What follows belongs to an exercise in optimizing a design on an open flow for small area, a short achievable clock period and few clock cycles per item; a production flow would make more cautious choices.
At most, simulation tests tie the RTL to the original design; equivalence was not proved.
Function not checked in run 5: the RTL went through the layout flow alone.

### flow/run.sh
#!/bin/bash
# synth_recipe.tcl (not shown) runs the flow's synth.tcl, then flattens the netlist and writes it again
# the make line also repeats each setting of config.mk as NAME=value (left out here)
make -C /OpenROAD-flow-scripts/flow DESIGN_CONFIG=/design/flow/config.mk WORK_HOME=/design/flow/orfs CLKGATE_MAP_FILE= SYNTH_SCRIPT=/design/flow/synth_recipe.tcl finish
### flow/config.mk
export PLATFORM = sky130hd
export DESIGN_NAME = vkg_tca
export DESIGN_NICKNAME = vkg_tca
export VERILOG_FILES = /design/flow/design.v
export SDC_FILE = /design/flow/constraint.sdc
export NUM_CORES = 4
export LEC_CHECK = 0
export CAP_MARGIN = 20
export CORE_MARGIN = 2
export CORE_UTILIZATION = 40
export PLACE_DENSITY = 0.6
export SLEW_MARGIN = 20
### flow/constraint.sdc
create_clock -name core_clock -period 30.0 [get_ports {clk}]
set_input_delay 6.0000 -clock core_clock [delete_from_list [all_inputs] [get_ports {clk}]]
set_output_delay 6.0000 -clock core_clock [all_outputs]
set_load 0.01 [all_outputs]
### flow/design.v
module vkg_tca (
    input  wire        clk,
    input  wire        rst,           
    input  wire        cmd_valid,
    output wire        cmd_ready,
    input  wire [63:0] cmd,
    output reg         done,
    output reg  [6:0]  t_min,
    output reg  [6:0]  t_sec,
    output reg  [63:0] t_rem,
    output reg  [63:0] t_delta,
    output reg  [63:0] acc,
    output reg         cy,
    output reg         range_rem,
    output reg         range_delta,
    output wire [7:0]  err,
    output reg  [31:0] einfo,
    output wire [15:0] sticky
);
    localparam [7:0] OP_NOP   = 8'h00;
    localparam [7:0] OP_RESET = 8'h01;
    localparam [7:0] OP_CLR   = 8'h40;
    localparam [7:0] OP_FIN   = 8'h41;
    localparam [7:0] OP_LAP   = 8'h42;
    localparam [65:0] NWRAP = 66'h3ffffffffc4653600;
    assign cmd_ready = 1'b1;
    reg err0, err1, err6;
    reg stk0, stk12, stk13;
    assign err    = {1'b0, err6, 4'b0000, err1, err0};
    assign sticky = {2'b00, stk13, stk12, 11'd0, stk0};
    function ge_const66;
        input [65:0] x;
        input [65:0] k;
        integer j;
        reg r;
        begin
            r = 1'b1;
            for (j = 0; j < 66; j = j + 1)
                r = k[j] ? (x[j] & r) : (x[j] | r);
            ge_const66 = r;
        end
    endfunction
    reg        a_v;
    reg [63:0] a_cmd;
    always @(posedge clk) begin
        a_v   <= cmd_valid && !rst;
        a_cmd <= {cmd[63:23], cmd[22:0] ^ {23{cmd[31]}}};
    end
    wire [22:0] a_fx    = a_cmd[22:0];
    wire [31:0] a_fbits = {a_cmd[31:23], a_fx ^ {23{a_cmd[31]}}};
    wire [7:0]  a_op    = a_cmd[63:56];
    wire        a_zfmt  = (a_cmd[55:23] == 33'd0) && (a_fbits[22:0] == 23'd0);
    wire [7:0]  a_exp   = a_fbits[30:23];
    wire        a_fin   = (a_op == OP_FIN);
    wire        a_lap   = (a_op == OP_LAP);
    wire        a_nop   = (a_op == OP_NOP)   && a_zfmt;
    wire        a_reset = (a_op == OP_RESET) && a_zfmt;
    wire        a_clr   = (a_op == OP_CLR)   && a_zfmt;
    wire        a_ill   = !(a_fin || a_lap || a_nop || a_reset || a_clr);
    wire        a_norm  = (a_exp != 8'd0);
    wire        a_s     = a_fbits[31];
    wire [23:0] a_mm    = {a_norm ^ a_s, a_fx};
    wire [24:0] a_pp    = {~a_s, a_mm};         
    wire [24:0] a_pn    = {a_s, ~a_mm};         
    wire [46:0] a_t0 = {22'd0, a_pp};
    wire [46:0] a_t1 = {20'd0, a_pp, 2'd0};
    wire [46:0] a_t2 = {17'd0, a_pn, 5'd0};
    wire [46:0] a_t3 = {15'd0, a_pn, 7'd0};
    wire [46:0] a_t4 = {13'd0, a_pn, 9'd0};
    wire [46:0] a_t5 = {10'd0, a_pp, 12'd0};
    wire [46:0] a_t6 = {8'd0, a_pn, 14'd0};
    wire [46:0] a_t7 = {5'd0, a_pn, 17'd0};
    wire [46:0] a_t8 = {1'd0, a_pp, 21'd0};
    wire [46:0] a_tc = a_s ? 47'h5dad5b201005 : 47'h5dad5b0242a0;
    wire [46:0] a_s1a, a_c1a, a_s1b, a_c1b, a_s1c, a_c1c;
    csa #(47) ca1 (a_t0, a_t1, a_t2, a_s1a, a_c1a);
    csa #(47) cb1 (a_t3, a_t4, a_t5, a_s1b, a_c1b);
    csa #(47) cc1 (a_t6, a_t7, a_t8, a_s1c, a_c1c);
    wire [46:0] a_s2a, a_c2a, a_s2b, a_c2b;
    csa #(47) ca2 (a_s1a, a_c1a, a_s1b, a_s2a, a_c2a);
    csa #(47) cb2 (a_c1b, a_s1c, a_c1c, a_s2b, a_c2b);
    wire [46:0] a_s3, a_c3;
    csa #(47) ca3 (a_s2a, a_c2a, a_s2b, a_s3, a_c3);
    wire [46:0] a_s4, a_c4;
    csa #(47) ca4 (a_s3, a_c3, a_c2b, a_s4, a_c4);
    wire [46:0] a_s5, a_c5;
    csa #(47) ca5 (a_s4, a_c4, a_tc, a_s5, a_c5);
    wire [46:0] a_p;
    bk_add #(47, 6) pa (.a(a_s5), .b(a_c5), .cin(1'b0), .s(a_p), .cout());
    wire        a_neg   = a_s && (a_norm || (a_fbits[22:0] != 23'd0));
    wire [7:0]  a_eeff  = a_norm ? a_exp : 8'd1;
    wire        a_big   = (a_eeff > 8'd160);            
    wire [7:0]  a_sh    = 8'd160 - a_eeff;              
    wire signed [65:0] a_z  = {a_p, 19'd0};
    wire signed [65:0] a_zs = a_z >>> a_sh[5:0];
    wire [63:0] a_raw   = (a_sh[7:6] != 2'b00) ? {64{a_neg}} : a_zs[63:0];
    wire        a_movf  = a_big || ((a_sh == 8'd0) && (a_p[46:44] != 3'b000) && (a_p[46:44] != 3'b111));
    wire [9:0]  a_ms  = a_cmd[41:32];
    wire [30:0] a_nms = {21'd0, ~a_ms};
    wire [30:0] a_pms = {21'd0, a_ms};
    wire [30:0] a_m0 = a_pms,       a_m1 = a_pms << 2,  a_m2 = a_nms << 5,
                a_m3 = a_nms << 7,  a_m4 = a_nms << 9,  a_m5 = a_pms << 12,
                a_m6 = a_nms << 14, a_m7 = a_nms << 17, a_m8 = a_pms << 21;
    localparam [30:0] A_MC = 31'h76f7c2a0;
    wire [30:0] a_ms1a, a_mc1a, a_ms1b, a_mc1b, a_ms1c, a_mc1c;
    csa #(31) cm1a (a_m0, a_m1, a_m2, a_ms1a, a_mc1a);
    csa #(31) cm1b (a_m3, a_m4, a_m5, a_ms1b, a_mc1b);
    csa #(31) cm1c (a_m6, a_m7, a_m8, a_ms1c, a_mc1c);
    wire [30:0] a_ms2a, a_mc2a, a_ms2b, a_mc2b;
    csa #(31) cm2a (a_ms1a, a_mc1a, a_ms1b, a_ms2a, a_mc2a);
    csa #(31) cm2b (a_mc1b, a_ms1c, a_mc1c, a_ms2b, a_mc2b);
    wire [30:0] a_ms3, a_mc3;
    csa #(31) cm3 (a_ms2a, a_mc2a, a_ms2b, a_ms3, a_mc3);
    wire [30:0] a_ms4, a_mc4;
    csa #(31) cm4 (a_ms3, a_mc3, a_mc2b, a_ms4, a_mc4);
    wire [30:0] a_ms5, a_mc5;
    csa #(31) cm5 (a_ms4, a_mc4, A_MC, a_ms5, a_mc5);
    wire [30:0] a_m;
    bk_add #(31, 5) am (.a(a_ms5), .b(a_mc5), .cin(1'b0), .s(a_m), .cout());
    reg        b_v;
    reg        b_fin, b_lap, b_nop, b_reset, b_clr, b_ill;
    reg        b_nonfin, b_movf;
    reg [63:0] b_raw;
    reg [13:0] b_a;        
    reg [30:0] b_m;        
    reg [31:0] b_info;     
    always @(posedge clk) begin
        b_v      <= a_v && !rst;
        b_fin    <= a_fin;
        b_lap    <= a_lap;
        b_nop    <= a_nop;
        b_reset  <= a_reset;
        b_clr    <= a_clr;
        b_ill    <= a_ill;
        b_nonfin <= (a_exp == 8'hFF);
        b_movf   <= a_movf;
        b_raw    <= a_raw;
        b_a      <= a_cmd[55:42];
        b_m      <= a_m;
        b_info   <= a_ill ? a_cmd[63:32] : a_fbits;
    end
    wire [6:0]  b_min = b_a[13:7];
    wire [6:0]  b_sec = b_a[6:0];
    wire [65:0] x66  = {{2{b_raw[63]}}, b_raw};
    wire [63:0] acc_op = b_lap ? acc : 64'd0;
    wire [65:0] y66  = ~{{2{acc_op[63]}}, acc_op};
    wire [65:0] m66  = {26'd0, b_m, 9'd0};
    wire [65:0] d1, d1m, rr0, rr1, tsum;
    bk_add #(66, 7) ad1 (.a(x66), .b(y66), .cin(1'b1), .s(d1), .cout());
    wire [65:0] dm_s, dm_c;
    csa #(66) cdm (x66, y66, NWRAP, dm_s, dm_c);
    bk_add #(66, 7) ad1m (.a(dm_s), .b(dm_c), .cin(1'b1), .s(d1m), .cout());
    bk_add #(66, 7) atr (.a(dm_s), .b(dm_c), .cin(1'b0), .s(tsum), .cout());
    wire trig = b_lap && !tsum[65];
    wire [65:0] r_s, r_c, rm_s, rm_c;
    csa #(66) cr (x66, y66, m66, r_s, r_c);
    bk_add #(66, 7) ar0 (.a(r_s), .b(r_c), .cin(1'b1), .s(rr0), .cout());
    csa #(66) crm (r_s, r_c, NWRAP, rm_s, rm_c);
    bk_add #(66, 7) ar1 (.a(rm_s), .b(rm_c), .cin(1'b1), .s(rr1), .cout());
    wire [65:0] d   = trig ? d1m : d1;
    wire [65:0] rem = trig ? rr1 : rr0;
    wire [65:0] rawm;
    bk_add #(66, 7) araw (.a(x66), .b(NWRAP), .cin(1'b0), .s(rawm), .cout());
    wire [63:0] acc_new = trig ? rawm[63:0] : b_raw;
    wire fit_d1  = (d1[65:63] == 3'b000) || (d1[65:63] == 3'b111);
    wire fit_r0  = (rr0[65:63] == 3'b000) || (rr0[65:63] == 3'b111);
    wire fit_r1  = (rr1[65:63] == 3'b000) || (rr1[65:63] == 3'b111);
    wire ovf = b_movf || !fit_d1 || (trig ? !fit_r1 : !fit_r0);
    wire rr_0 = rr0[65] || ge_const66(rr0, 66'd1000000000000);
    wire rr_1 = rr1[65] || ge_const66(rr1, 66'd1000000000000);
    wire rr  = trig ? rr_1 : rr_0;
    wire rd_0 = d1[65] || ge_const66(d1, 66'd1000000000);
    wire rd_1 = ge_const66(d1m, 66'd1000000000);
    wire rd  = b_lap && (trig ? rd_1 : rd_0);
    always @(posedge clk) begin
        if (rst || (b_v && b_reset)) begin
            done <= !rst;
            t_min <= 7'd0; t_sec <= 7'd0; t_rem <= 64'd0; t_delta <= 64'd0;
            acc <= 64'd0; cy <= 1'b0; range_rem <= 1'b0; range_delta <= 1'b0;
            err0 <= 1'b0; err1 <= 1'b0; err6 <= 1'b0;
            einfo <= 32'd0; stk0 <= 1'b0; stk12 <= 1'b0; stk13 <= 1'b0;
        end else begin
            done <= b_v;
            if (b_v) begin
                if (b_nop) begin
                    err0 <= 1'b0; err1 <= 1'b0; err6 <= 1'b0;
                end else if (b_clr) begin
                    t_min <= 7'd0; t_sec <= 7'd0; t_rem <= 64'd0; t_delta <= 64'd0;
                    acc <= 64'd0; cy <= 1'b0; range_rem <= 1'b0; range_delta <= 1'b0;
                    err0 <= 1'b0; err1 <= 1'b0; err6 <= 1'b0;
                end else if (b_ill) begin
                    err0 <= 1'b1; err1 <= 1'b0; err6 <= 1'b0;
                    einfo <= b_info; stk0 <= 1'b1;
                end else if (b_nonfin) begin
                    err0 <= 1'b1; err1 <= 1'b0; err6 <= 1'b1;
                    einfo <= b_info; stk12 <= 1'b1;
                end else if (ovf) begin
                    err0 <= 1'b0; err1 <= 1'b1; err6 <= 1'b1;
                    einfo <= b_info; stk13 <= 1'b1;
                end else begin
                    if (b_lap) begin
                        acc <= acc_new;
                        if (trig) cy <= ~cy;
                    end
                    t_min <= b_min; t_sec <= b_sec;
                    t_delta <= d[63:0]; t_rem <= rem[63:0];
                    range_rem <= rr; range_delta <= rd;
                    err0 <= 1'b0; err1 <= 1'b0; err6 <= 1'b0;
                end
            end
        end
    end
endmodule
module csa #(parameter W = 64) (
    input  wire [W-1:0] a,
    input  wire [W-1:0] b,
    input  wire [W-1:0] c,
    output wire [W-1:0] s,
    output wire [W-1:0] co
);
    wire [W-1:0] maj = (a & b) | (a & c) | (b & c);
    assign s  = a ^ b ^ c;
    assign co = {maj[W-2:0], 1'b0};
endmodule
module bk_add #(parameter N = 64, parameter L = 6) (input [N-1:0] a, input [N-1:0] b, input cin,
                                   output [N-1:0] s, output cout);
    reg [N-1:0] g, p, c;
    reg         co;
    integer j, i;
    always @(*) begin
        p = a ^ b;
        g = a & b;
        g[0] = g[0] | (p[0] & cin);
        for (j = 0; j < L; j = j + 1)
            for (i = 0; i < N; i = i + 1)
                if ((i % (2 << j)) == (2 << j) - 1) begin
                    g[i] = g[i] | (p[i] & g[i - (1 << j)]);
                    p[i] = p[i] & p[i - (1 << j)];
                end
        for (j = L - 1; j >= 1; j = j - 1)
            for (i = 0; i < N; i = i + 1)
                if (i >= (1 << j) && (i % (1 << j)) == (1 << (j - 1)) - 1)
                    g[i] = g[i] | (p[i] & g[i - (1 << (j - 1))]);
        c  = {g[N-2:0], cin};
        co = g[N-1];
    end
    assign s = a ^ b ^ c;
    assign cout = co;
endmodule
==> summary.txt, run 1 <==
The most numerous cell type found on the critical path is buf_4. Setup repair after global routing left no endpoint under its margin. The ratio of cells with drive above 1 in the final layout is ~4.3%.

The per-instance average area after synthesis is slightly below 9 um^2. Counting the fill cells in the layout gives between 10000 and 15000.

The critical path startpoint is b_lap. The worst register-to-register path ends at t_rem[9]. At the later pin of the worst-skew pair, clock insertion delay measures 0.68 ns. The maximum number of pins on one net before global-route repair came out at around 90. The non-filler instance count after layout came out at 6580. The count of cell types in the netlist came out at between 80 and 90. The total length of routed wires is 144000 um. The die area is roughly 0.11 mm^2. The worst setup slack before clock tree synthesis is ~20 ns. In this run the vertical extent of the chip is 335 um. The area of all sequential standard cells is 0.00923 mm^2. The number of instances in the synthesized netlist is between 4000 and 5000.

The routed length per instance is about 22 um. In this run the worst hold path is classified as register to register. In this run, CTS created clock tree buffers numbering 54. The critical path data required time came out at a little over 30 ns.

The chip width is around 330 um. The capturing instance or port of the critical path is t_rem[9].

The count of antenna-violating nets left after detailed routing came out at 0. The effective utilization at floorplan is between 40% and 50%. The tool flagged a number of max-cap violations equal to 0. Dividing the final minimum period by the clock period gives 33.2%. The netlist area before placement is 0.0438 mm^2. In this run, post-CTS repair resized a total of 0 instances.

The port buffer count came out at about 310. The time the worst path needs with I/O delays and setup is 9.97 ns. In the layout the commonest cells are inv_1 (840), ha_1 (619), dfxtp_1 (459). The placeable core area is 0.109 mm^2.

The number of nets in the finished design came out at 6176. After routing, the total negative slack on setup checks comes to 0 ns. The maximum clock path buffer count is 3. After detailed routing, the number of remaining DRC violations is 0. For this run, the top clock speed supported by timing is roughly 100 MHz. The worst stage delay on the critical path came out at approximately 0.85 ns. The starting DRC count in detailed routing came out at around 2600. The final hold violation count is 0. CTS placed an instance of clkbuf_16 at the clock tree root.

The initial antenna violation count is 3. The share of synthesized flip-flops with an asynchronous set or reset is 0%. Using the TritonRoute via totals, the vias-per-cell ratio works out to approximately 5.3. The aggregate global routing overflow is 0. The worst setup path is launched from a register. Hold timing on the final database bottoms out at a slack of about 0.39 ns. Yosys mapped a number of flops with a built-in enable equal to 0. The reg-to-reg setup timing slack is around 20 ns. Across all setup checks in the final design, the least slack found is between 20 and 25 ns. The startpoint identified for the worst register-to-register timing path is b_lap.

The weighted congestion at the end of routability-driven global placement came out at approximately 1. Yosys printed 4 warnings. The maximum level of the CTS H-tree came out at 2. For this design, the sink count on the clock tree is approximately 460. In the synthesized netlist the dominant register cell turns out to be dfxtp_1. The setup clock skew after layout is approximately 0.04 ns. The part of the Yosys area used for sequential elements came out at a little over a fifth. The global-route usage over all layers is 25.4%. The via count is ~35000. The flow ran to the end and the layout has no timing, DRC or antenna violations.

The leading cell type in the layout, fill and taps excluded is inv_1. At the worst endpoint, the arrival time is approximately 11 ns. The instance count after placement with tap cells included came out at about 6500. The remaining max-slew budget at the tightest pin is a little under a third. The number of cells on the worst reg-to-reg path came out at 26. The transition time of the tightest slew-check pin came out at roughly 1.0 ns. The floorplan has 121 rows.

TritonCTS built the clock tree. The count of endpoints failing setup in the final report came out at 0. The worst setup path is captured at a register. The global-route wire length before repair came out at between 200000 and 250000 um. On the critical path, the stage with the largest delay is an instance of dfxtp_2. The half-perimeter wire length of the detailed placement result came out at about 120000 um.

The number of setup buffers added after CTS came out at 0. The number of iterations in the first detailed-routing pass is 5. The largest fanout on the critical path came out at 77. The number of hold buffers added after CTS was 0.

The kind of critical path is register to register. The count of final max-slew check failures is 0. The multi-input combinational cells in the finished layout cover a total of 0.0306 mm^2. The number of global-route vias before repair is ~35000. The clock-pin slew on the worst setup and hold paths came out at 0.06 ns. The number of top-level pins came out at between 300 and 400. The count of state elements after synthesis came out at 461. The synthesis-to-finish area growth is 14.4%.
-- logic make-up after synthesis --
| kind of cell | Yosys count | share of synthesized area, % |
|---|---|---|
| AO/OA/AOI/OAI | 1057 | 16.6 |
| buffers and inverters | 1035 | 9.33 |
| adder cells (fa/ha/maj) | 988 | 34.6 |
| AND/OR/NAND/NOR | 956 | 9.93 |
| flip-flops | 461 | 21.1 |
| XOR/XNOR | 234 | 4.70 |
| multiplexers | 158 | 3.83 |
| other | 2 | 0.0172 |
-- critical path: cells and delay by family, from the launching register on --
family          cells  cell delay, ns
compound gates     10            3.22
xor+xnor            1            0.20
fa+ha+maj           3            1.00
buf+inv             5            1.78
flops               1            0.85
simple gates        7            2.58
-- Yosys cell counts (37+ instances only) --
cell / count / area (um^2)
inv_1: 840 / 3150
ha_1: 619 / 7740
dfxtp_1: 461 / 9230
nand2_1: 394 / 1480
fa_1: 369 / 7390
o21ai_0: 291 / 1460
nor2_1: 238 / 893
a21oi_1: 190 / 951
a22o_1: 178 / 1560
xnor2_1: 139 / 1220
mux2i_1: 137 / 1370
a21o_1: 120 / 901
clkbuf_1: 104 / 390
xor2_1: 94 / 823
nand4_1: 56 / 350
nor3_1: 56 / 280
nand3_1: 46 / 230
buf_2: 37 / 185
nor4_1: 37 / 231
-- registers in the layout, summed over array words and instances (netlist names), 7 cells and up --
| signal | flops |
|---|---|
| t_min | 7 |
| acc | 64 |
| t_rem | 63 |
| b_raw | 64 |
| t_delta | 64 |
| b_a | 14 |
| a_cmd | 64 |
| t_sec | 7 |
| b_info | 32 |
| b_m | 31 |
| einfo | 32 |
-- area by class of cell --
class | instances | share of cell area (%)
antenna | 2 | 0.00999
clock buffer | 63 | 2.94
clock inverter | 36 | 0.809
inverter | 842 | 6.31
multi-input combinational | 3412 | 61.2
sequential | 461 | 18.4
tap | 1414 | 3.53
timing repair buffer | 350 | 6.81
-- how the worst min path moves through the flow --
stage | start | to | slack [ns] | cells after the start
after global routing | a_cmd[47] | b_a[5] | 0.40 | 0
after CTS | a_cmd[47] | b_a[5] | 0.39 | 0
after global placement | a_cmd[46] | b_a[4] | 0.37 | 0
after floorplan | a_cmd[51] | b_a[9] | 0.35 | 0
final | a_cmd[46] | b_a[4] | 0.39 | 0
after detailed placement | a_cmd[47] | b_a[5] | 0.38 | 0
-- metrics by stage --
stage          area (um^2)  util, %
2_1_floorplan        43800        -
3_3_place_gp         48200     44.4
3_5_place_dp         48200     44.4
4_1_cts              50100     46.1
5_1_grt              50100     46.1
6_report             50100     46.1
-- routing by layer --
metal / share of wire, % / routed length [um] / track usage, %
met4: 3.9 / 5670 / 9.49
met2: 44 / 62900 / 39.6
met5: 0.0076 / 11 / 0
met3: 6.3 / 9070 / 3.92
met1: 46 / 66500 / 35.4
Testbench counts, summed over its fixed seeds: cycles 40,024, items 40,000.
==> inputs of run 2 (changes only) <==
--- a/flow/config.mk
+++ b/flow/config.mk
@@ -5,8 +5,8 @@
 export SDC_FILE = /design/flow/constraint.sdc
 export NUM_CORES = 4
 export LEC_CHECK = 0
-export CAP_MARGIN = 20
+export CAP_MARGIN = 50
 export CORE_MARGIN = 2
 export CORE_UTILIZATION = 40
 export PLACE_DENSITY = 0.6
-export SLEW_MARGIN = 20
+export SLEW_MARGIN = 70
==> run 2 against run 1 <==
Compared with the run above: largest cell class unchanged; register-to-register slack gained 1.3 ns; first-iteration DRC count shrank 0.58%; utilization grew 1.0 points; via count grew 0.54%; routed wire length grew 0.47%; worst setup slack gained 1.3 ns; cell count grew 0.38%; synthesized area is the same; design area grew 2.2%.
==> summary.txt, run 2 <==
The ratio of cells with drive above 1 in the final layout is 6.80% (was 4.28%). The placeable core area came to 0.109 mm^2 (unchanged). Top library cells by usage in the layout, fill and taps aside: inv_1 (839), ha_1 (618), dfxtp_1 (436) (was inv_1 (840), ha_1 (619), dfxtp_1 (459)). The via count is 35200 (was 35000). The number of remaining DRC errors came out at 0 (unchanged). The library cell occupying the most area in the post-synthesis netlist is dfxtp_1 (unchanged). The number of iterations in the first detailed-routing pass was 6 (was 5).

The time the worst path needs with I/O delays and setup came out at 8.66 ns (was 9.97 ns). The fmax came out at 116 MHz (was 100 MHz). The die area came to 0.112 mm^2 (unchanged). The number of instances in the synthesized netlist came out at 4891 (unchanged). The setup clock skew after layout was 0.0445 ns (was 0.0398 ns). The fraction of synthesized cell area taken by the top area cell type is 21.1% (unchanged). The half-perimeter wire length of the detailed placement result came to 122000 um (was 120000 um). The worst stage delay on the critical path is 0.69 ns (was 0.85 ns). The maximum number of pins on one net before global-route repair is 59 (was 89).

The netlist area before placement came out at 0.0438 mm^2 (unchanged). The die outline height came to 335 um (unchanged). The global-route usage over all layers came to 25.6% (was 25.4%). The port buffer count is 314 (unchanged). The initial antenna violation count is 5 (was 3). The routed length per instance is 21.9 um (about the same). The worst-skew pair later-pin latency came out at 0.67 ns (was 0.68 ns). The CTS tree is done (unchanged). The number of cells on the worst reg-to-reg path is 35 (was 26).

The starting DRC count in detailed routing was 2556 (was 2571). The cell at the root of the clock tree is clkbuf_16 (unchanged). The share of synthesized flip-flops with an asynchronous set or reset came out at 0% (unchanged).

The portion of the clock cycle consumed by the worst path in the final layout is 28.9% (was 33.2%). The instance count after placement with tap cells included came out at 6502 (was 6479). The slowest library cell on the worst path is or4_1 (was dfxtp_2).

The global-route wire length before repair came to 218000 um (was 216000 um). The count of final max-slew check failures came out at 0 (unchanged). The synthesis-to-finish area growth is 17.0% (was 14.4%). The count of state elements after synthesis is 461 (unchanged).

The effective utilization at floorplan came to 40.3% (unchanged). The post-cts hold buffer count is 0 (unchanged). The capturing instance or port of the critical path is b_raw[19] (was t_rem[9]).

The arrival time at the worst endpoint is 9.18 ns (was 10.56 ns). The kind of end point of the critical path is a register (unchanged). The maximum clock path buffer count came out at 3 (unchanged).

The kind of critical path is register to register (unchanged). Leading post-synthesis cells by instance count: inv_1 (840), ha_1 (619), dfxtp_1 (461) (unchanged). The post-route cell area is 0.0512 mm^2 (was 0.0501 mm^2). The type of origin of the critical path is a register (unchanged). The critical path startpoint was a_cmd[27] (was b_lap). The most common cell in the synthesized netlist is inv_1 (unchanged).

The number of flops mapped to enable cells by yosys came out at 0 (unchanged). The count of endpoints failing setup in the final report came to 0 (unchanged). The destination of the worst register-to-register timing path is b_raw[19] (was t_rem[9]). The count of cell types in the netlist came out at 89 (unchanged). The final hold violation count came out at 0 (unchanged). The number of nets in the finished design was 6202 (was 6176). The clock sink count came out at 461 (unchanged). The count of antenna-violating nets left after detailed routing came to 0 (unchanged). The flip-flop cell with the highest count after synthesis is dfxtp_1 (unchanged). The clock-pin slew on the worst setup and hold paths is 0.06 ns (about the same). The part of the Yosys area used for sequential elements was 21.1% (unchanged).

The count of buffer and inverter cells on the critical path came out at 5 (unchanged). Most area-consuming cells after synthesis: dfxtp_1 (21%), ha_1 (18%), fa_1 (17%), inv_1 (7.2%), a22o_1 (3.6%) (unchanged). Outcome: timing/DRC/antenna clean (unchanged). The number of global-route vias before repair came to 34900 (was 34500).

The weighted congestion at the end of routability-driven global placement came out at 0.984 (unchanged). The CTS buffer count was 54 (unchanged). The total length of routed wires came to 145000 um (was 144000 um). The chip width came to 335 um (unchanged).

The critical path data required time is 30.52 ns (was 30.59 ns). The total negative setup slack was 0 ns (unchanged). The cell area after placement is 0.0492 mm^2 (was 0.0482 mm^2). The number of max-capacitance violations reported is 0 (unchanged). Unrepaired setup endpoints after global routing: false (unchanged).

The total stage count of the critical path came out at 35 (was 26). The post-CTS resize count came out at 0 (unchanged). The critical path's top delay family is adder cells (was compound AO/OA/AOI/OAI gates). The number of setup buffers added after CTS is 0 (unchanged). The non-filler instance count after layout was 6605 (was 6580). The maximum level of the CTS H-tree came to 2 (unchanged).

The total of warnings raised by yosys is 4 (unchanged). The largest fanout on the critical path came out at 5 (was 77). The number of top-level pins came out at 334 (unchanged). The reg-to-reg setup timing slack came out at 21.34 ns (was 20.03 ns). The number of rows in the core area is 121 (unchanged). The aggregate global routing overflow is 0 (unchanged). The worst reg2reg path startpoint is a_cmd[27] (was b_lap).

The leading cell type in the layout, fill and taps excluded is inv_1 (unchanged). The per-instance average area after synthesis came to 8.95 um^2 (unchanged). The kind of path behind the tightest hold check is register to register (unchanged). The ratio of routed vias to standard cells came out at 5.32 (about the same).
-- run 2: cell types whose count changed in the layout (fill, tap and decap cells not counted), sizes merged --
cell,change
buf,+25
clkbuf,+8
inv,-7
clkinv,-4
clkinvlp,+4
bufinv,-2
diode,+1
-- run 2: cells by family after synthesis --
| group | synth area share (%) |
|---|---|
| XOR/XNOR | 4.70 |
| adder cells (fa/ha/maj) | 34.6 |
| other | 0.0172 |
| AO/OA/AOI/OAI | 16.6 |
| flip-flops | 21.1 |
| multiplexers | 3.83 |
| buffers and inverters | 9.33 |
| AND/OR/NAND/NOR | 9.93 |
-- run 2: worst min-delay path by stage --
stage	start	endpoint	cells past startpoint
CTS	a_cmd[46]	b_a[4]	0
detailed placement	a_cmd[46]	b_a[4]	0
finish	a_cmd[47]	b_a[5]	0
global placement	a_cmd[46]	b_a[4]	0
global route	a_cmd[47]	b_a[5]	0
floorplan	a_cmd[51]	b_a[9]	0
-- run 2: routing by layer --
layer / global-route usage (%) / vias to the layer above / wire length, um / share of wire (%)
li1: - / 16900 / - / -
met4: 9.15 / 8 / 5740 / 4.0
met2: 40.2 / 1169 / 63800 / 44
met3: 4.14 / 246 / 9390 / 6.5
met5: 0 / - / 62 / 0.043
met1: 35.3 / 16900 / 65900 / 45
-- run 2: final cells by class --
type / instances / area, um^2
repair buffers: 376 / 3950
clock inverters: 27 / 277
clock buffers: 70 / 1530
fillers: 10500 / 57500
well taps: 1414 / 1770
diodes: 3 / 7.51
multi-input cells: 3412 / 31200
flip-flops and latches: 461 / 9260
inverters: 842 / 3160
-- run 2: stage by stage --
step	setup slack [ns]	utilization [%]	hold slack (ns)
3_3_place_gp	20.19	44.4	0.375
6_report	21.34	47.1	0.390
4_1_cts	21.18	46.9	0.386
5_1_grt	20.88	47.1	0.391
3_5_place_dp	21.11	45.2	0.376
2_1_floorplan	21.77	-	0.348
==> inputs of run 3 (changes only) <==
--- a/flow/config.mk
+++ b/flow/config.mk
@@ -5,8 +5,8 @@
 export SDC_FILE = /design/flow/constraint.sdc
 export NUM_CORES = 4
 export LEC_CHECK = 0
-export CAP_MARGIN = 50
+export CAP_MARGIN = 70
 export CORE_MARGIN = 2
 export CORE_UTILIZATION = 40
 export PLACE_DENSITY = 0.6
-export SLEW_MARGIN = 70
+export SLEW_MARGIN = 85
==> run 3 against run 2 <==
Compared with the run above: still clean on timing, DRC and antenna; cell count increased by 6.0%; critical path depth increased by 8; worst setup slack got worse by 4.3 ns; clock skew increased by 0.0037 ns; sequential cell count unchanged; clock-buffer cell count increased by 1; sequential share of layout area decreased by 2.5 points; critical endpoint is now range_rem; highest routed layer unchanged.
==> summary.txt, run 3 <==
The via count is 37400 (was 35200). The critical path data required time is 30.56 ns (was 30.52 ns). The share of synthesized flip-flops with an asynchronous set or reset was 0% (unchanged). The global-route usage over all layers came out at 26.5% (was 25.6%). The critical path's top delay family is buffers and inverters (was adder cells). The number of setup buffers added after CTS is 0 (unchanged).

The type of origin of the critical path is a register (unchanged). The count of endpoints failing setup in the final report came out at 0 (unchanged). Outcome: timing/DRC/antenna clean (unchanged). The number of flops mapped to enable cells by yosys is 0 (unchanged). The total of warnings raised by yosys is 4 (unchanged).

The count of state elements after synthesis came to 461 (unchanged). The global-route wire length before repair is 228000 um (was 218000 um). The post-CTS resize count came out at 0 (unchanged). The total length of routed wires came to 153000 um (was 145000 um). The die area came out at 0.112 mm^2 (unchanged). The chip width came out at 335 um (unchanged). The destination of the worst register-to-register timing path is range_rem (was b_raw[19]). The critical path startpoint is b_lap (was a_cmd[27]). The wire length on met3 came out at 9660 um (was 9390 um). The number of nets in the finished design is 6597 (was 6202).

The capture endpoint of the worst hold path is b_a[9] (was b_a[5]). The netlist area before placement is 0.0438 mm^2 (unchanged). The weighted congestion at the end of routability-driven global placement was 0.984 (unchanged).

The number of rows in the core area was 121 (unchanged). The kind of end point of the critical path is a register (unchanged). The number of global-route vias before repair is 37500 (was 34900).

The number of cells on the worst reg-to-reg path is 43 (was 35). The total stage count of the critical path came out at 43 (was 35). The post-cts hold buffer count came out at 0 (unchanged). The count of inserted antenna diode cells came to 0 (was 3). The kind of path behind the tightest hold check is register to register (unchanged). The per-instance average area after synthesis came to 8.95 um^2 (unchanged).

The number of top-level pins came out at 334 (unchanged). The highest metal layer with signal wires is met5 (unchanged). The number of iterations in the first detailed-routing pass came out at 7 (was 6).

The ratio of cells with drive above 1 in the final layout is 25.2% (was 6.80%). The CTS buffer count came out at 54 (unchanged).

The CTS tree was done (unchanged). The number of remaining DRC errors is 0 (unchanged). The aggregate global routing overflow is 0 (unchanged). The flip-flop cell with the highest count after synthesis is dfxtp_1 (unchanged).

The leading cell type in the layout, fill and taps excluded is inv_1 (unchanged). The placeable core area is 0.109 mm^2 (unchanged). Top library cells by usage in the layout, fill and taps aside: inv_1 (786), ha_1 (544), clkdlybuf4s50_1 (411) (was inv_1 (839), ha_1 (618), dfxtp_1 (436)).

The synthesis-to-finish area growth came out at 38.8% (was 17.0%). The maximum number of pins on one net before global-route repair was 30 (was 59). The port buffer count is 314 (unchanged).

The half-perimeter wire length of the detailed placement result came to 130000 um (was 122000 um). Unrepaired setup endpoints after global routing: false (unchanged). The cell at the root of the clock tree is clkbuf_16 (unchanged). The library cell occupying the most area in the post-synthesis netlist is dfxtp_1 (unchanged). The effective utilization at floorplan came to 40.3% (unchanged). The reg-to-reg setup timing slack is 17.00 ns (was 21.34 ns). The die outline height came to 335 um (unchanged).

The worst reg2reg path startpoint is b_lap (was a_cmd[27]). The count of cell types in the netlist came out at 89 (unchanged). The worst-skew pair later-pin latency came out at 0.68 ns (was 0.67 ns). The time the worst path needs with I/O delays and setup came to 13.00 ns (was 8.66 ns). The fmax was 77.0 MHz (was 116 MHz). Leading post-synthesis cells by instance count: inv_1 (840), ha_1 (619), dfxtp_1 (461) (unchanged). The count of antenna-violating nets left after detailed routing came out at 0 (unchanged). The maximum clock path buffer count was 3 (unchanged). The met2 layer wire length in the routed design came out at 69100 um (was 63800 um). The initial antenna violation count is 1 (was 5). The setup clock skew after layout came out at 0.0483 ns (was 0.0445 ns). The most common cell in the synthesized netlist was inv_1 (unchanged). The largest fanout on the critical path is 19 (was 5). The total negative setup slack was 0 ns (unchanged). The routed metal-1 wire length came to 67200 um (was 65900 um). The arrival time at the worst endpoint is 13.56 ns (was 9.18 ns). The maximum level of the CTS H-tree came to 2 (unchanged). The count of final max-slew check failures is 0 (unchanged).

The part of the Yosys area used for sequential elements is 21.1% (unchanged). The starting DRC count in detailed routing is 2844 (was 2556). The number of max-capacitance violations reported came out at 0 (unchanged). The clock-pin slew on the worst setup and hold paths is 0.06 ns (about the same). The count of buffer and inverter cells on the critical path came to 22 (was 5). The ratio of routed vias to standard cells came out at 5.34 (was 5.32).

The number of instances in the synthesized netlist is 4891 (unchanged). The portion of the clock cycle consumed by the worst path in the final layout came out at 43.3% (was 28.9%).

Counting stages on the worst path, the most repeated cell is clkdlybuf4s50_1. The clock sink count came out at 461 (unchanged). The kind of critical path is register to register (unchanged). The worst stage delay on the critical path is 0.56 ns (was 0.69 ns). The routed length per instance is 21.8 um (was 21.9 um). The origin of the worst min-delay path is a_cmd[51] (was a_cmd[47]). The fraction of synthesized cell area taken by the top area cell type came out at 21.1% (unchanged). The slowest library cell on the worst path was clkdlybuf4s50_1 (was or4_1). Most area-consuming cells after synthesis: dfxtp_1 (21%), ha_1 (18%), fa_1 (17%), inv_1 (7.2%), a22o_1 (3.6%) (unchanged).

The final hold violation count came out at 0 (unchanged). The instance count along the most critical hold path is 0 (unchanged). The number of filler instances in the final layout is 9346 (was 10500).
## run 3: cells by family (layout without fill, tap and decap cells)
kind of cell | count (synthesis) | after routing | share of synthesized area [%]
compound gates | 1057 | 1057 | 16.6
xor+xnor | 234 | 234 | 4.70
fa+ha+maj | 988 | 988 | 34.6
buf+inv | 1035 | 1715 | 9.33
flops | 461 | 461 | 21.1
mux | 158 | 158 | 3.83
other cells | 2 | 19 | 0.0172
simple gates | 956 | 956 | 9.93
## run 3: worst max path at each step
stage	to	slack, ns
after floorplan	b_raw[19]	21.77
after global placement	t_delta[8]	20.19
after detailed placement	acc[14]	18.33
after CTS	acc[14]	18.27
after global routing	range_rem	16.62
final	range_rem	17.00
## run 3: through the flow
| step | instance area [um^2] | worst slack, ns | utilization [%] | hold slack (ns) | std cells |
|---|---|---|---|---|---|
| after CTS | 58600 | 18.27 | 53.9 | 0.388 | 6951 |
| after floorplan | 43800 | 21.77 | - | 0.348 | 4908 |
| after detailed placement | 56800 | 18.33 | 52.2 | 0.376 | 6849 |
| final | 60800 | 17.00 | 55.9 | 0.398 | 7002 |
| after global routing | 60800 | 16.62 | 55.9 | 0.410 | 7002 |
| after global placement | 48200 | 20.19 | 44.4 | 0.375 | 6479 |
## run 3: layout make-up
| type | instances | area, um^2 | area share (%) |
|---|---|---|---|
| well taps | 1414 | 1770 | 2.91 |
| clock buffers | 71 | 1550 | 2.55 |
| flip-flops and latches | 461 | 9460 | 15.6 |
| repair buffers | 771 | 7380 | 12.1 |
| clock inverters | 31 | 299 | 0.492 |
| inverters | 842 | 3170 | 5.22 |
| multi-input cells | 3412 | 37100 | 61.1 |
## run 3: layer usage
metal	global-route usage (%)	up-vias
met5	0	-
met4	9.47	2
met3	3.72	293
met2	42.8	1305
met1	36.2	18100
li1	-	17700
==> inputs of run 4 (changes only) <==
==> flow/config.mk (replaced) <==
export PLATFORM = sky130hd
export DESIGN_NAME = vkg_tca
export DESIGN_NICKNAME = vkg_tca
export VERILOG_FILES = /design/flow/design.v
export SDC_FILE = /design/flow/constraint.sdc
export NUM_CORES = 4
export LEC_CHECK = 0
export CAP_MARGIN = 20
export CORE_MARGIN = 2
export CORE_UTILIZATION = 55
export GPL_TIMING_DRIVEN = 0
export PLACE_DENSITY = 0.65
export SLEW_MARGIN = 20
==> run 4 against run 3 <==
Compared with the run above: clock-buffer cell count up 4; global-route usage increased by 11 points; die area shrank 27%; fmax increased by 20%; sequential cell count is the same; via count down 0.51%; largest cell class unchanged.
==> summary.txt, run 4 <==
The final hold slack is 0.372 ns (was 0.398 ns). The peak-usage layer in the global routing report is met2 (unchanged). The number of rows in the core area was 103 (was 121).

The total of warnings raised by yosys is 4 (unchanged). The kind of critical path is register to register (unchanged). The share of synthesized flip-flops with an asynchronous set or reset is 0% (unchanged). The via count came out at 37200 (was 37400).

Leading post-synthesis cells by instance count: inv_1 (840), ha_1 (619), dfxtp_1 (461) (unchanged). The flip-flop cell with the highest count after synthesis is dfxtp_1 (unchanged). The maximum level of the CTS H-tree came out at 2 (unchanged). The arrival time at the worst endpoint is 11.30 ns (was 13.56 ns). The kind of path behind the tightest hold check was register to register (unchanged). The fmax came out at 92.5 MHz (was 77.0 MHz). The routed length per instance was 24.6 um (was 21.8 um).

The ratio of routed vias to standard cells came to 5.83 (was 5.34). The die outline height is 286 um (was 335 um). The largest fanout on the critical path is 10 (was 19). The time the worst path needs with I/O delays and setup came out at 10.81 ns (was 13.00 ns). The leading cell type in the layout, fill and taps excluded was inv_1 (unchanged). The global-route wire length before repair is 232000 um (was 228000 um).

The post-cts hold buffer count is 0 (unchanged). The critical path data required time is 30.49 ns (was 30.56 ns). The number of setup buffers added after CTS is 0 (unchanged).

The total negative setup slack is 0 ns (unchanged). The number of nets in the finished design is 6334 (was 6597). The clock sink count is 461 (unchanged). The setup clock skew after layout came out at 0.0668 ns (was 0.0483 ns). The portion of the clock cycle consumed by the worst path in the final layout is 36.0% (was 43.3%). The count of endpoints failing setup in the final report was 0 (unchanged). The clock-pin slew on the worst setup and hold paths was 0.06 ns (about the same). The post-CTS resize count is 0 (unchanged). The netlist area before placement is 0.0438 mm^2 (unchanged). The count of cell types in the netlist came out at 89 (unchanged).

The per-instance average area after synthesis came out at 8.95 um^2 (unchanged). The fraction of synthesized cell area taken by the top area cell type came out at 21.1% (unchanged). The half-perimeter wire length of the detailed placement result came out at 133000 um (was 130000 um). Outcome: timing/DRC/antenna clean (unchanged). The number of flops mapped to enable cells by yosys came to 0 (unchanged). The number of remaining DRC errors came out at 0 (unchanged). The CTS buffer count is 52 (was 54).

The effective utilization at floorplan is 55.5% (was 40.3%). The chip width is 286 um (was 335 um). The CTS tree is done (unchanged). The number of filler instances in the final layout is 6944 (was 9346).

The library cell occupying the most area in the post-synthesis netlist is dfxtp_1 (unchanged). The met3 track utilization from global routing is 7.76% (was 3.72%). Most area-consuming cells after synthesis: dfxtp_1 (21%), ha_1 (18%), fa_1 (17%), inv_1 (7.2%), a22o_1 (3.6%) (unchanged). Top library cells by usage in the layout, fill and taps aside: inv_1 (840), ha_1 (619), dfxtp_1 (461) (was inv_1 (786), ha_1 (544), clkdlybuf4s50_1 (411)). The ratio of cells with drive above 1 in the final layout is 4.40% (was 25.2%). The most common cell in the synthesized netlist was inv_1 (unchanged).

The part of the Yosys area used for sequential elements came to 21.1% (unchanged). The placeable core area was 0.0789 mm^2 (was 0.109 mm^2). The maximum clock path buffer count is 3 (unchanged).

The kind of end point of the critical path is a register (unchanged). The initial antenna violation count came out at 4 (was 1). The total length of routed wires is 157000 um (was 153000 um). The final hold violation count is 0 (unchanged). The number of iterations in the first detailed-routing pass is 6 (was 7). The cell area after placement is 0.0483 mm^2 (was 0.0568 mm^2). The type of origin of the critical path is a register (unchanged). The count of state elements after synthesis came to 461 (unchanged). The die area came out at 0.0819 mm^2 (was 0.112 mm^2). The number of instances in the synthesized netlist is 4891 (unchanged). The number of max-capacitance violations reported is 0 (unchanged). The aggregate global routing overflow is 0 (unchanged). The count of antenna-violating nets left after detailed routing is 0 (unchanged). The transition time of the tightest slew-check pin came out at 1.26 ns.

The port buffer count was 314 (unchanged). The worst pin sits at a relative slew slack of between 15 and 20%. The post-route cell area is 0.0501 mm^2 (was 0.0608 mm^2).

The count of final max-slew check failures was 0 (unchanged). The global routing met2 resource utilization was 59.7% (was 42.8%). The number of global-route vias before repair was 36600 (was 37500). Unrepaired setup endpoints after global routing: false (unchanged). The final standard cell utilization of the core was 63.5% (was 55.9%). The maximum number of pins on one net before global-route repair is 17 (was 30). The number of top-level pins is 334 (unchanged). The routing usage on met1 was 50.3% (was 36.2%). The slowest library cell on the worst path is dfxtp_1 (was clkdlybuf4s50_1). The cell at the root of the clock tree is clkbuf_16 (unchanged).

The synthesis-to-finish area growth was 14.5% (was 38.8%). The weighted congestion at the end of routability-driven global placement is 1.04 (was 0.984). The worst-skew pair later-pin latency was 0.67 ns (was 0.68 ns).

The worst stage delay on the critical path was 0.80 ns (was 0.56 ns). The global-route usage over all layers is 37.9% (was 26.5%). The starting DRC count in detailed routing came out at 3397 (was 2844).
run 4: cell counts after synthesis:
No cell type changed its count.
run 4: through the flow:
step                std cells  worst slack (ns)
floorplan                4908             21.77
global placement         6272             19.20
detailed placement       6275             19.30
CTS                      6367             19.27
global route             6367             18.90
finish                   6371             19.19
run 4: critical path, delay by kind of cell, from the launching register on:
kind	cells	cell delay (ns)
multiplexers	3	0.99
XOR/XNOR	2	0.67
adder cells (fa/ha/maj)	7	2.70
flip-flops	1	0.80
AND/OR/NAND/NOR	2	1.00
buffers and inverters	7	1.95
AO/OA/AOI/OAI	10	2.55
run 4: layer usage:
| metal | routed length [um] | vias to the layer above |
|---|---|---|
| met3 | 14200 | 349 |
| met2 | 68600 | 1676 |
| met4 | 8420 | 0 |
| li1 | - | 17100 |
| met1 | 65600 | 18000 |
| met5 | 0 | - |
run 4: cell type report:
type / instances / area, um^2 / share of cell area (%)
antenna: 4 / 10.0 / 0.0200
buffer: 193 / 930 / 1.86
clock buffer: 75 / 1540 / 3.07
clock inverter: 17 / 224 / 0.447
inverter: 842 / 3160 / 6.31
multi-input combinational: 3412 / 30500 / 60.9
sequential: 461 / 9230 / 18.4
tap: 1050 / 1310 / 2.62
timing repair buffer: 317 / 3170 / 6.33
run 4: worst paths after layout:
| kind | end | slack [ns] | start | depth (start not counted) |
|---|---|---|---|---|
| setup / recovery | b_raw[49] | 19.19 | a_cmd[31] | 31 |
| hold / removal | b_a[3] | 0.37 | a_cmd[45] | 0 |
| setup reg to reg | b_raw[49] | 19.19 | a_cmd[31] | 31 |
| hold reg to reg | b_a[3] | 0.37 | a_cmd[45] | 0 |
run 4: logic make-up after synthesis:
logic type	Yosys count	share of synthesized area [%]
muxes	158	3.83
DFF	461	21.1
xor gates and xnor gates	234	4.70
other	2	0.0172
and+or+nand+nor	956	9.93
adders and majority gates	988	34.6
buffers and inverters	1035	9.33
AOI/OAI and AO/OA	1057	16.6
==> inputs of run 5 (changes only) <==
--- a/flow/design.v
+++ b/flow/design.v
@@ -42,14 +42,16 @@
     endfunction
     reg        a_v;
     reg [63:0] a_cmd;
+    reg        a_hx;       
     always @(posedge clk) begin
         a_v   <= cmd_valid && !rst;
         a_cmd <= {cmd[63:23], cmd[22:0] ^ {23{cmd[31]}}};
+        a_hx  <= (cmd[30:23] != 8'd0) ^ cmd[31];
     end
     wire [22:0] a_fx    = a_cmd[22:0];
     wire [31:0] a_fbits = {a_cmd[31:23], a_fx ^ {23{a_cmd[31]}}};
     wire [7:0]  a_op    = a_cmd[63:56];
-    wire        a_zfmt  = (a_cmd[55:23] == 33'd0) && (a_fbits[22:0] == 23'd0);
+    wire        a_zfmt  = (a_cmd[55:0] == 56'd0);
     wire [7:0]  a_exp   = a_fbits[30:23];
     wire        a_fin   = (a_op == OP_FIN);
     wire        a_lap   = (a_op == OP_LAP);
@@ -59,7 +61,7 @@
     wire        a_ill   = !(a_fin || a_lap || a_nop || a_reset || a_clr);
     wire        a_norm  = (a_exp != 8'd0);
     wire        a_s     = a_fbits[31];
-    wire [23:0] a_mm    = {a_norm ^ a_s, a_fx};
+    wire [23:0] a_mm    = {a_hx, a_fx};
     wire [24:0] a_pp    = {~a_s, a_mm};         
     wire [24:0] a_pn    = {a_s, ~a_mm};         
     wire [46:0] a_t0 = {22'd0, a_pp};
@@ -87,13 +89,13 @@
     csa #(47) ca5 (a_s4, a_c4, a_tc, a_s5, a_c5);
     wire [46:0] a_p;
     bk_add #(47, 6) pa (.a(a_s5), .b(a_c5), .cin(1'b0), .s(a_p), .cout());
-    wire        a_neg   = a_s && (a_norm || (a_fbits[22:0] != 23'd0));
+    wire        a_neg   = a_s && (a_norm || (a_fx != 23'h7fffff));
     wire [7:0]  a_eeff  = a_norm ? a_exp : 8'd1;
     wire        a_big   = (a_eeff > 8'd160);            
     wire [7:0]  a_sh    = 8'd160 - a_eeff;              
     wire signed [65:0] a_z  = {a_p, 19'd0};
-    wire signed [65:0] a_zs = a_z >>> a_sh[5:0];
-    wire [63:0] a_raw   = (a_sh[7:6] != 2'b00) ? {64{a_neg}} : a_zs[63:0];
+    wire signed [65:0] a_zs = a_z >>> {a_sh[5:2], 2'b00};
+    wire [65:0] a_zq    = (a_sh[7:6] != 2'b00) ? {66{a_neg}} : a_zs;
     wire        a_movf  = a_big || ((a_sh == 8'd0) && (a_p[46:44] != 3'b000) && (a_p[46:44] != 3'b111));
     wire [9:0]  a_ms  = a_cmd[41:32];
     wire [30:0] a_nms = {21'd0, ~a_ms};
@@ -120,7 +122,9 @@
     reg        b_v;
     reg        b_fin, b_lap, b_nop, b_reset, b_clr, b_ill;
     reg        b_nonfin, b_movf;
-    reg [63:0] b_raw;
+    reg [65:0] b_zq;
+    reg [3:0]  b_sel;      
+    reg        b_sx;       
     reg [13:0] b_a;        
     reg [30:0] b_m;        
     reg [31:0] b_info;     
@@ -134,43 +138,52 @@
         b_ill    <= a_ill;
         b_nonfin <= (a_exp == 8'hFF);
         b_movf   <= a_movf;
-        b_raw    <= a_raw;
+        b_zq     <= a_zq;
+        b_sel    <= 4'b0001 << a_sh[1:0];
         b_a      <= a_cmd[55:42];
         b_m      <= a_m;
-        b_info   <= a_ill ? a_cmd[63:32] : a_fbits;
-    end
+        b_info   <= a_ill ? a_cmd[63:32] : a_cmd[31:0];
+        b_sx     <= !a_ill && a_s;
+    end
+    wire [66:0] b_zq67 = {b_zq[65], b_zq};
+    wire [63:0] b_raw = ({64{b_sel[0]}} & b_zq67[63:0]) | ({64{b_sel[1]}} & b_zq67[64:1])
+                      | ({64{b_sel[2]}} & b_zq67[65:2]) | ({64{b_sel[3]}} & b_zq67[66:3]);
+    wire [31:0] b_dat = {b_info[31:23], b_info[22:0] ^ {23{b_sx}}};
     wire [6:0]  b_min = b_a[13:7];
     wire [6:0]  b_sec = b_a[6:0];
     wire [65:0] x66  = {{2{b_raw[63]}}, b_raw};
+    wire [65:0] xo66 = {2'b00, ~b_raw[63], b_raw[62:0]};
     wire [63:0] acc_op = b_lap ? acc : 64'd0;
     wire [65:0] y66  = ~{{2{acc_op[63]}}, acc_op};
     wire [65:0] m66  = {26'd0, b_m, 9'd0};
-    wire [65:0] d1, d1m, rr0, rr1, tsum;
-    bk_add #(66, 7) ad1 (.a(x66), .b(y66), .cin(1'b1), .s(d1), .cout());
+    wire [65:0] d1o, d1mo, r0o, r1o, tsum;
+    bk_add #(66, 7) ad1 (.a(xo66), .b(y66), .cin(1'b1), .s(d1o), .cout());
     wire [65:0] dm_s, dm_c;
-    csa #(66) cdm (x66, y66, NWRAP, dm_s, dm_c);
-    bk_add #(66, 7) ad1m (.a(dm_s), .b(dm_c), .cin(1'b1), .s(d1m), .cout());
-    bk_add #(66, 7) atr (.a(dm_s), .b(dm_c), .cin(1'b0), .s(tsum), .cout());
+    csa #(66) cdm (xo66, y66, NWRAP, dm_s, dm_c);
+    bk_add #(66, 7) ad1m (.a(dm_s), .b(dm_c), .cin(1'b1), .s(d1mo), .cout());
+    wire [65:0] tr_s, tr_c;
+    csa #(66) ctr (x66, y66, NWRAP, tr_s, tr_c);
+    bk_add #(66, 7) atr (.a(tr_s), .b(tr_c), .cin(1'b0), .s(tsum), .cout());
     wire trig = b_lap && !tsum[65];
     wire [65:0] r_s, r_c, rm_s, rm_c;
-    csa #(66) cr (x66, y66, m66, r_s, r_c);
-    bk_add #(66, 7) ar0 (.a(r_s), .b(r_c), .cin(1'b1), .s(rr0), .cout());
+    csa #(66) cr (xo66, y66, m66, r_s, r_c);
+    bk_add #(66, 7) ar0 (.a(r_s), .b(r_c), .cin(1'b1), .s(r0o), .cout());
     csa #(66) crm (r_s, r_c, NWRAP, rm_s, rm_c);
-    bk_add #(66, 7) ar1 (.a(rm_s), .b(rm_c), .cin(1'b1), .s(rr1), .cout());
-    wire [65:0] d   = trig ? d1m : d1;
-    wire [65:0] rem = trig ? rr1 : rr0;
+    bk_add #(66, 7) ar1 (.a(rm_s), .b(rm_c), .cin(1'b1), .s(r1o), .cout());
+    wire [63:0] d   = trig ? {~d1mo[63], d1mo[62:0]} : {~d1o[63], d1o[62:0]};
+    wire [63:0] rem = trig ? {~r1o[63], r1o[62:0]} : {~r0o[63], r0o[62:0]};
     wire [65:0] rawm;
     bk_add #(66, 7) araw (.a(x66), .b(NWRAP), .cin(1'b0), .s(rawm), .cout());
     wire [63:0] acc_new = trig ? rawm[63:0] : b_raw;
-    wire fit_d1  = (d1[65:63] == 3'b000) || (d1[65:63] == 3'b111);
-    wire fit_r0  = (rr0[65:63] == 3'b000) || (rr0[65:63] == 3'b111);
-    wire fit_r1  = (rr1[65:63] == 3'b000) || (rr1[65:63] == 3'b111);
+    wire fit_d1  = (d1o[65:64] == 2'b00);
+    wire fit_r0  = (r0o[65:64] == 2'b00);
+    wire fit_r1  = (r1o[65:64] == 2'b00);
     wire ovf = b_movf || !fit_d1 || (trig ? !fit_r1 : !fit_r0);
-    wire rr_0 = rr0[65] || ge_const66(rr0, 66'd1000000000000);
-    wire rr_1 = rr1[65] || ge_const66(rr1, 66'd1000000000000);
+    wire rr_0 = !r0o[63] || ge_const66({3'd0, r0o[62:0]}, 66'd1000000000000);
+    wire rr_1 = !r1o[63] || ge_const66({3'd0, r1o[62:0]}, 66'd1000000000000);
     wire rr  = trig ? rr_1 : rr_0;
-    wire rd_0 = d1[65] || ge_const66(d1, 66'd1000000000);
-    wire rd_1 = ge_const66(d1m, 66'd1000000000);
+    wire rd_0 = !d1o[63] || ge_const66({3'd0, d1o[62:0]}, 66'd1000000000);
+    wire rd_1 = ge_const66({3'd0, d1mo[62:0]}, 66'd1000000000);
     wire rd  = b_lap && (trig ? rd_1 : rd_0);
     always @(posedge clk) begin
         if (rst || (b_v && b_reset)) begin
@@ -190,20 +203,20 @@
                     err0 <= 1'b0; err1 <= 1'b0; err6 <= 1'b0;
                 end else if (b_ill) begin
                     err0 <= 1'b1; err1 <= 1'b0; err6 <= 1'b0;
-                    einfo <= b_info; stk0 <= 1'b1;
+                    einfo <= b_dat; stk0 <= 1'b1;
                 end else if (b_nonfin) begin
                     err0 <= 1'b1; err1 <= 1'b0; err6 <= 1'b1;
-                    einfo <= b_info; stk12 <= 1'b1;
+                    einfo <= b_dat; stk12 <= 1'b1;
                 end else if (ovf) begin
                     err0 <= 1'b0; err1 <= 1'b1; err6 <= 1'b1;
-                    einfo <= b_info; stk13 <= 1'b1;
+                    einfo <= b_dat; stk13 <= 1'b1;
                 end else begin
                     if (b_lap) begin
                         acc <= acc_new;
                         if (trig) cy <= ~cy;
                     end
                     t_min <= b_min; t_sec <= b_sec;
-                    t_delta <= d[63:0]; t_rem <= rem[63:0];
+                    t_delta <= d; t_rem <= rem;
                     range_rem <= rr; range_delta <= rd;
                     err0 <= 1'b0; err1 <= 1'b0; err6 <= 1'b0;
                 end
==> flow/config.mk (replaced) <==
export PLATFORM = sky130hd
export DESIGN_NAME = vkg_tca
export DESIGN_NICKNAME = vkg_tca
export VERILOG_FILES = /design/flow/design.v
export SDC_FILE = /design/flow/constraint.sdc
export NUM_CORES = 4
export LEC_CHECK = 0
export CAP_MARGIN = 50
export CORE_MARGIN = 2
export CORE_UTILIZATION = 40
export PLACE_DENSITY = 0.6
export SLEW_MARGIN = 70
==> run 5 against run 4 <==
Compared with the run above: still clean on timing, DRC and antenna; register-to-register slack gained 2.2 ns; utilization shrank 16 points; sequential cell count grew 8; global-route usage shrank 13 points; clock skew shrank 0.036 ns; fmax grew 25%; cell count grew 7.4%; critical path type unchanged; critical endpoint is now t_delta[9]; largest cell class unchanged.
==> summary.txt, run 5 <==
Outcome: timing/DRC/antenna clean (unchanged). Most area-consuming cells after synthesis: dfxtp_1 (21%), ha_1 (18%), fa_1 (17%), inv_1 (6.5%), nand2_1 (3.6%) (was dfxtp_1 (21%), ha_1 (18%), fa_1 (17%), inv_1 (7.2%), a22o_1 (3.6%)). Leading post-synthesis cells by instance count: inv_1 (765), ha_1 (619), dfxtp_1 (469) (was inv_1 (840), ha_1 (619), dfxtp_1 (461)). The number of cells on the worst reg-to-reg path is 35 (was 31). The clock sink count was 469 (was 461). The number of global-route vias before repair is 36000 (was 36600). The number of flops mapped to enable cells by yosys was 0 (unchanged). The fmax was 116 MHz (was 92.5 MHz). The die area is 0.113 mm^2 (was 0.0819 mm^2). The capture endpoint of the worst hold path is b_a[5] (was b_a[3]).

The effective utilization at floorplan was 40.2% (was 55.5%). The via count came out at 36500 (was 37200). The critical path data required time is 30.56 ns (was 30.49 ns). The share of synthesized flip-flops with an asynchronous set or reset came to 0% (unchanged). The part of the Yosys area used for sequential elements came out at 21.2% (was 21.1%). The most common cell in the synthesized netlist is inv_1 (unchanged). The post-route cell area was 0.0519 mm^2 (was 0.0501 mm^2). The starting DRC count in detailed routing came out at 2547 (was 3397). The count of cell types in the netlist is 84 (was 89).

Top library cells by usage in the layout, fill and taps aside: inv_1 (764), ha_1 (619), dfxtp_1 (438) (was inv_1 (840), ha_1 (619), dfxtp_1 (461)). The count of antenna-violating nets left after detailed routing came out at 0 (unchanged).

The worst-skew pair later-pin latency came out at 0.66 ns (was 0.67 ns). The largest fanout on the critical path is 63 (was 10). The ratio of cells with drive above 1 in the final layout came out at 6.50% (was 4.40%). The maximum number of pins on one net before global-route repair is 65 (was 17). The arrival time at the worst endpoint is 9.17 ns (was 11.30 ns).

The netlist area before placement is 0.0443 mm^2 (was 0.0438 mm^2). The aggregate global routing overflow came out at 0 (unchanged). The maximum clock path buffer count came out at 3 (unchanged). The portion of the clock cycle consumed by the worst path in the final layout is 28.7% (was 36.0%). The count of inserted antenna diode cells came out at 0 (was 4).

The chip width is 337 um (was 286 um). The CTS tree is done (unchanged). The instance count along the most critical hold path is 0 (unchanged). The global-route wire length before repair came out at 215000 um (was 232000 um).

The initial antenna violation count is 1 (was 4). The cell at the root of the clock tree is clkbuf_16 (unchanged). The synthesis-to-finish area growth is 17.3% (was 14.5%).

The per-instance average area after synthesis is 8.72 um^2 (was 8.95 um^2). The destination of the worst register-to-register timing path is t_delta[9] (was b_raw[49]). The leading cell type in the layout, fill and taps excluded is inv_1 (unchanged). The clock-pin slew on the worst setup and hold paths came out at 0.06 ns (about the same). The post-cts hold buffer count is 0 (unchanged). The number of iterations in the first detailed-routing pass came out at 5 (was 6). The die outline height is 337 um (was 286 um). The final hold violation count came out at 0 (unchanged). The number of rows in the core area came out at 122 (was 103). The time the worst path needs with I/O delays and setup was 8.61 ns (was 10.81 ns). The total of warnings raised by yosys came to 4 (unchanged). The library cell occupying the most area in the post-synthesis netlist was dfxtp_1 (unchanged).

The ratio of routed vias to standard cells is 5.33 (was 5.83). The count of final max-slew check failures came out at 0 (unchanged). The cell area after placement is 0.0498 mm^2 (was 0.0483 mm^2). The routed length per instance came out at 20.7 um (was 24.6 um). The total negative setup slack was 0 ns (unchanged).

The weighted congestion at the end of routability-driven global placement is 0.963 (was 1.04). Unrepaired setup endpoints after global routing: false (unchanged). The register with the most flip-flops in the layout has between 60 and 70 of them. The non-filler instance count after layout is 6841 (was 6371). The post-CTS resize count came to 0 (unchanged). The number of remaining DRC errors is 0 (unchanged). The type of origin of the critical path is a register (unchanged). The port buffer count came out at 314 (unchanged). Ranked by flip-flop count, first place goes to b_zq. The global-route usage over all layers came out at 24.7% (was 37.9%). The setup clock skew after layout came out at 0.0305 ns (was 0.0668 ns). The flip-flop cell with the highest count after synthesis is dfxtp_1 (unchanged). The kind of critical path is register to register (unchanged). The number of top-level pins is 334 (unchanged). The reg-to-reg setup timing slack came out at 21.39 ns (was 19.19 ns).

The count of endpoints failing setup in the final report came out at 0 (unchanged). The kind of path behind the tightest hold check is register to register (unchanged). The fraction of synthesized cell area taken by the top area cell type is 21.2% (was 21.1%).

The origin of the worst min-delay path was a_cmd[47] (was a_cmd[45]). The number of nets in the finished design came out at 6363 (was 6334). The critical path's top delay family is compound AO/OA/AOI/OAI gates (was adder cells). The worst reg2reg path startpoint is b_sel[1] (was a_cmd[31]). The kind of end point of the critical path was a register (unchanged). The half-perimeter wire length of the detailed placement result came to 118000 um (was 133000 um).

The CTS buffer count is 55 (was 52). The number of instances in the synthesized netlist is 5075 (was 4891). The worst stage delay on the critical path is 0.48 ns (was 0.80 ns). The count of buffer and inverter cells on the critical path is 12 (was 7). The maximum level of the CTS H-tree is 2 (unchanged). The count of state elements after synthesis came to 469 (was 461). The total length of routed wires came out at 142000 um (was 157000 um). The number of max-capacitance violations reported is 0 (unchanged).

The slowest library cell on the worst path is fa_1 (was dfxtp_1). The instance count after placement with tap cells included is 6736 (was 6275). The placeable core area is 0.110 mm^2 (was 0.0789 mm^2).

The number of setup buffers added after CTS is 0 (unchanged).
run 5: cell count changes in the layout (fill, tap and decap cells not counted), moves of 26 or more:
cell,change
nand3_1,+158
buf_2,-32
a21oi_1,+46
inv_1,-76
o31ai_1,+63
a22oi_1,+89
nor3_1,-26
dfxtp_2,+31
mux2i_1,-82
a22o_1,-96
clkbuf_1,-98
run 5: cell type report:
cell class,count,area (um^2)
Inverter,765,2870
Multi-Input combinational cell,3616,31700
Sequential cell,469,9430
Clock inverter,23,305
Clock buffer,76,1560
Fill cell,10700,58300
Timing Repair Buffer,404,4190
Tap cell,1488,1860
run 5: logic make-up after synthesis:
| kind of cell | count (synthesis) | share of synthesized area (%) |
|---|---|---|
| flip-flops | 469 | 21.2 |
| AND/OR/NAND/NOR | 1131 | 11.8 |
| XOR/XNOR | 243 | 4.81 |
| AO/OA/AOI/OAI | 1164 | 17.4 |
| adder cells (fa/ha/maj) | 985 | 34.1 |
| buffers and inverters | 1007 | 9.01 |
| other | 2 | 0.0170 |
| multiplexers | 74 | 1.72 |
run 5: worst max path at each step:
| stage | from | to | slack, ns | cells after the start |
|---|---|---|---|---|
| 2_1_floorplan | b_sel[1] | acc[44] | 22.09 | 35 |
| 3_3_place_gp | b_sel[3] | t_sec[0] | 19.98 | 28 |
| 3_5_place_dp | b_sel[1] | t_delta[9] | 21.43 | 34 |
| 4_1_cts | b_sel[1] | t_delta[9] | 21.40 | 34 |
| 5_1_grt | b_sel[1] | t_delta[7] | 20.86 | 35 |
| 6_report | b_sel[1] | t_delta[9] | 21.39 | 35 |
run 5: through the flow:
| stage | hold WS, ns | utilization, % | setup WS [ns] |
|---|---|---|---|
| 2_1_floorplan | 0.346 | - | 22.09 |
| 3_3_place_gp | 0.359 | 44.2 | 19.98 |
| 3_5_place_dp | 0.364 | 45.2 | 21.43 |
| 4_1_cts | 0.371 | 46.8 | 21.40 |
| 5_1_grt | 0.383 | 47.1 | 20.86 |
| 6_report | 0.371 | 47.1 | 21.39 |
run 5: per-layer routing:
layer	vias to the layer above	track usage, %	wire (um)
li1	17700	-	-
met1	17700	33.5	64700
met2	933	41.1	65800
met3	177	2.65	6570
met4	2	7.64	4490
met5	-	0	13
run 5: worst register-to-register path, delay by kind of cell, from the launching register on:
family,cells,cell delay (ns)
AO/OA/AOI/OAI,16,3.29
adder cells (fa/ha/maj),4,1.66
buffers and inverters,12,2.86
flip-flops,1,0.32
AND/OR/NAND/NOR,3,0.41

==> static timing again, ports no longer ideal <==
No port has a modelled driver above. Below, the same layouts with a new extraction and two added sets of constraints. Step 1 sets driving cells, clkbuf_16 on the clock port and buf_2 on the other inputs (assumed; they add their load-dependent delay and slew). Step 2, shift: input delay + t, output delay - t, t = (earliest + latest rising clock arrival at the registers) / 2. This alone moves slack from input paths to output paths. a / b / c = ideal / step 1 / step 2; a / b = the first two.
run | t (ns) | setup slack, ns | latest minus earliest clock arrival (ns)
run 1 | 0.742 | 20.035 / 20.035 / 20.035 | 0.039 / 0.039
run 2 | 0.721 | 21.345 / 21.345 / 21.059 | 0.045 / 0.044
run 3 | 0.732 | 17.005 / 17.005 / 17.005 | 0.049 / 0.049
run 4 | 0.708 | 19.191 / 19.191 / 19.191 | 0.067 / 0.067
run 5 | 0.720 | 21.386 / 21.386 / 21.386 | 0.032 / 0.033
After both steps setup and hold are still met in every run listed. For run 2, which loses most, drivers alone change the setup slack by 0.000 ns; drivers and shift together by -0.286 ns.
